This design comes from an exercise in tuning for small area on the open sky130 flow, not from production work. Only simulation tests tie the RTL to the original design; equivalence was not proved.

v6:
Design fht8v_timeslot, start of the top module:
module fht8v_timeslot (
  input  wire        clk,
  input  wire        rst,
  input  wire        tick_valid,
  output wire        tick_ready,
  input  wire [15:0] tick_temp,       
  input  wire        tick_radio_ok,   
  input  wire        cmd_valid,
  output wire        cmd_ready,
  input  wire [2:0]  cmd_op,
  input  wire [3:0]  cmd_group,       
  input  wire [7:0]  cmd_a,
  input  wire [7:0]  cmd_b,
  input  wire [3:0]  cmd_opc,
  output reg         rsp_valid,
  input  wire        rsp_ready,
  output reg  [1:0]  rsp_code,
  output wire [47:0] rsp_msg,
  output wire [1:0]  rsp_mode,
  output wire [15:0] rsp_cnt,
  output wire [7:0]  rsp_sc,
  output wire [3:0]  rsp_count,
  output wire        rsp_panic,
  output wire [7:0]  rsp_freeze,
  output wire [15:0] rsp_last_temp,
  output wire [31:0] rsp_tick,
  output wire [31:0] rsp_last_enq,
  output reg         ev_valid,
  input  wire        ev_ready,
  output reg  [1:0]  ev_kind,         
  output wire [2:0]  ev_group,
  output wire [47:0] ev_msg,
  output wire [31:0] ev_tick
);
  localparam [15:0] TEMP_NA = 16'h8000;
  ...
Size: ~660 flip-flops, ~310 I/O pins.
export LEC_CHECK = 0
export CAP_MARGIN = 20
export CORE_MARGIN = 2
export CORE_UTILIZATION = 60
export SLEW_MARGIN = 20
create_clock -name core_clock -period 10.0 [get_ports {clk}]
standard.sh (not shown) runs the stock make flow with config.mk's settings and CLKGATE_MAP_FILE= SYNTH_SCRIPT=/design/flow/synth_recipe.tcl, a recipe that flattens the netlist after the stock synthesis.
==> flow/flow/run.sh <==
#!/bin/bash
# The standard layout (standard.sh), with two changes:
#  - the port buffers are made from the smallest buffer cell, buf_1;
#  - the clock tree uses clkbuf_16 over clusters of up to 24 registers and no
#    dummy loads.
# The full output of the layout goes to standard.log; ORFS keeps each step's
# own log under orfs/logs.
set -euo pipefail
export BUFFER_PORTS_ARGS="-buffer_cell sky130_fd_sc_hd__buf_1"
export CTS_ARGS="-sink_clustering_enable -repair_clock_nets -dont_use_dummy_load -buf_list {sky130_fd_sc_hd__clkbuf_16} -sink_clustering_size 24 -sink_clustering_max_diameter 100"
bash standard.sh > standard.log 2>&1
The following lists how v7 was set up differently from v6:
--- a/flow/flow/run.sh
+++ b/flow/flow/run.sh
@@ -1,3 +1,6 @@
 #!/bin/bash
-# The standard layout (standard.sh), with two changes:
+# The standard layout (standard.sh), with these changes:
+#  - synthesis: synth_recipe.tcl as it is, but with the logic mapped by an
+#    area-oriented abc script and without the adder-extraction step
+#    (ADDER_MAP_FILE empty); the registers come out as in the standard synthesis;
 #  - the port buffers are made from the smallest buffer cell, buf_1;
@@ -8,4 +11,9 @@
 set -euo pipefail
+here=$(pwd)
+export AREA_ABC_SCRIPT="$here/flow/abc_area.script"
+export FLOW_SYNTH_TCL="$here/synth_recipe.tcl"
 export BUFFER_PORTS_ARGS="-buffer_cell sky130_fd_sc_hd__buf_1"
 export CTS_ARGS="-sink_clustering_enable -repair_clock_nets -dont_use_dummy_load -buf_list {sky130_fd_sc_hd__clkbuf_16} -sink_clustering_size 24 -sink_clustering_max_diameter 100"
-bash standard.sh > standard.log 2>&1
+sed -e "s#SYNTH_SCRIPT=[^ ]*#SYNTH_SCRIPT=$here/flow/synth.tcl ADDER_MAP_FILE=#" standard.sh > own.sh
+grep -q "SYNTH_SCRIPT=$here/flow/synth.tcl" own.sh
+bash own.sh > standard.log 2>&1
==> flow/flow/abc_area.script (new file) <==
strash
&get -n
&st
&deepsyn -T 40
&dch -f
&nf -R 1000
&put
topo
stime -c
buffer -c
upsize -c
dnsize -c
==> flow/flow/synth.tcl (new file) <==
# The standard flow's synthesis script (synth_recipe.tcl) unchanged, except that the abc
# call maps the logic with an area-oriented script (flow/abc_area.script).
proc abc {args} {
  set i [lsearch -exact $args -script]
  if { $i >= 0 } { lset args [expr {$i + 1}] $::env(AREA_ABC_SCRIPT) }
  yosys abc {*}$args
}
source $::env(FLOW_SYNTH_TCL)
Results
Diff v6 -> v7: post-layout instance count excluding filler cells now sits lower, maximum clock frequency now sits higher, simple-gate share of the synthesized area now sits higher. On tightest hold margin, the higher figure sits with v6, not v7. Final design area excluding fillers (lower): v7. v7 against v6: DRC marker count from the first detailed-route iteration saw an increase.

---

Another version of the RTL of fht8v_timeslot (not shown whole).
Size in the first run: ~1400 cells after synthesis, ~600 flip-flops, ~310 I/O pins, roughly 18000 um^2 of cells after synthesis.
clock: 10.0 ns
lec_check: 0
cap_margin: 20
core_margin: 2
core_utilization: 60
slew_margin: 20
==> flow/flow/run.sh <==
#!/bin/bash
# The standard layout (standard.sh), with these changes:
#  - synthesis: synth_recipe.tcl as it is, but with the logic mapped by an
#    area-oriented abc script and adder extraction limited to full adders
#    (flow/synth.tcl); the registers come out as in the standard synthesis;
#  - the port buffers are made from the smallest buffer cell, buf_1;
#  - the clock tree uses clkbuf_16 over clusters of up to 28 registers and no
#    dummy loads.
# The full output of the layout goes to standard.log; ORFS keeps each step's
# own log under orfs/logs.
set -euo pipefail
here=$(pwd)
export AREA_ABC_SCRIPT="$here/flow/abc_area.script"
export FLOW_SYNTH_TCL="$here/synth_recipe.tcl"
export BUFFER_PORTS_ARGS="-buffer_cell sky130_fd_sc_hd__buf_1"
export CTS_ARGS="-sink_clustering_enable -repair_clock_nets -dont_use_dummy_load -buf_list {sky130_fd_sc_hd__clkbuf_16} -sink_clustering_size 28 -sink_clustering_max_diameter 80"
sed -e "s#SYNTH_SCRIPT=[^ ]*#SYNTH_SCRIPT=$here/flow/synth.tcl#" standard.sh > own.sh
grep -q "SYNTH_SCRIPT=$here/flow/synth.tcl" own.sh
bash own.sh > standard.log 2>&1
==> flow/flow/abc_area.script <==
strash
&get -n
&st
&deepsyn -T 240
&dch -f
&nf -R 1000
&put
topo
==> flow/flow/synth.tcl <==
# The standard flow's synthesis script (synth_recipe.tcl) unchanged, except that:
#  - the abc call maps the logic with an area-oriented script
#    (flow/abc_area.script) that leaves gate sizing to the layout;
#  - adder extraction looks for full adders only (no half adders).
proc abc {args} {
  set i [lsearch -exact $args -script]
  if { $i >= 0 } { lset args [expr {$i + 1}] $::env(AREA_ABC_SCRIPT) }
  yosys abc {*}$args
}
proc extract_fa {args} {
  if { [lsearch -exact $args -ha] < 0 && [lsearch -exact $args -fa] < 0 } { lappend args -fa }
  yosys extract_fa {*}$args
}
source $::env(FLOW_SYNTH_TCL)
Rerun with:
==> flow/flow/abc_area.script (replaced) <==
strash
&get -n
&st
&deepsyn -T 120
&dch -f
&nf -R 1000
&put
topo
Result: Sequential cell count is unchanged; routed wire length increases by 2.5%; die area increases by 0.84%; area after synthesis increases by 0.86%; worst setup slack improved by 0.099 ns; global-route usage increases by 0.26 points; utilization increases by 0.40 points.

==> static timing again, ports no longer ideal <==
Ports are ideal in the flow. The routed layouts listed here were re-timed in OpenROAD. Step 1, drivers: a clkbuf_16 drives clk and a buf_2 each remaining input, both assumed. Step 2 times the ports against the registers' clock, not the clock port: input delays grow and output delays shrink by t, the midpoint of the rising clock arrivals with the driver on. Three values: ideal ports, drivers, drivers and shift; two values: the first two.
| run | shift t [ns] | slack for setup (ns) | worst setup path at the end | slew at the worst register clock pin (ns) | worst data-port slew with drivers (ns) |
|---|---|---|---|---|---|
| v6 | 0.649 | 1.626 / 1.572 / 2.221 | register to output | 0.10 / 0.10 | 0.08 |
| v7 | 0.629 | 2.602 / 2.551 / 3.180 | register to output | 0.10 / 0.10 | 0.07 |
| the first run of note 2 | 0.599 | 1.810 / 1.757 / 1.898 | input to register | 0.10 / 0.10 | 0.08 |
| the second run of note 2 | 0.597 | 1.909 / 1.861 / 2.459 | register to output | 0.11 / 0.11 | 0.08 |
After both steps every run listed still meets setup and hold.
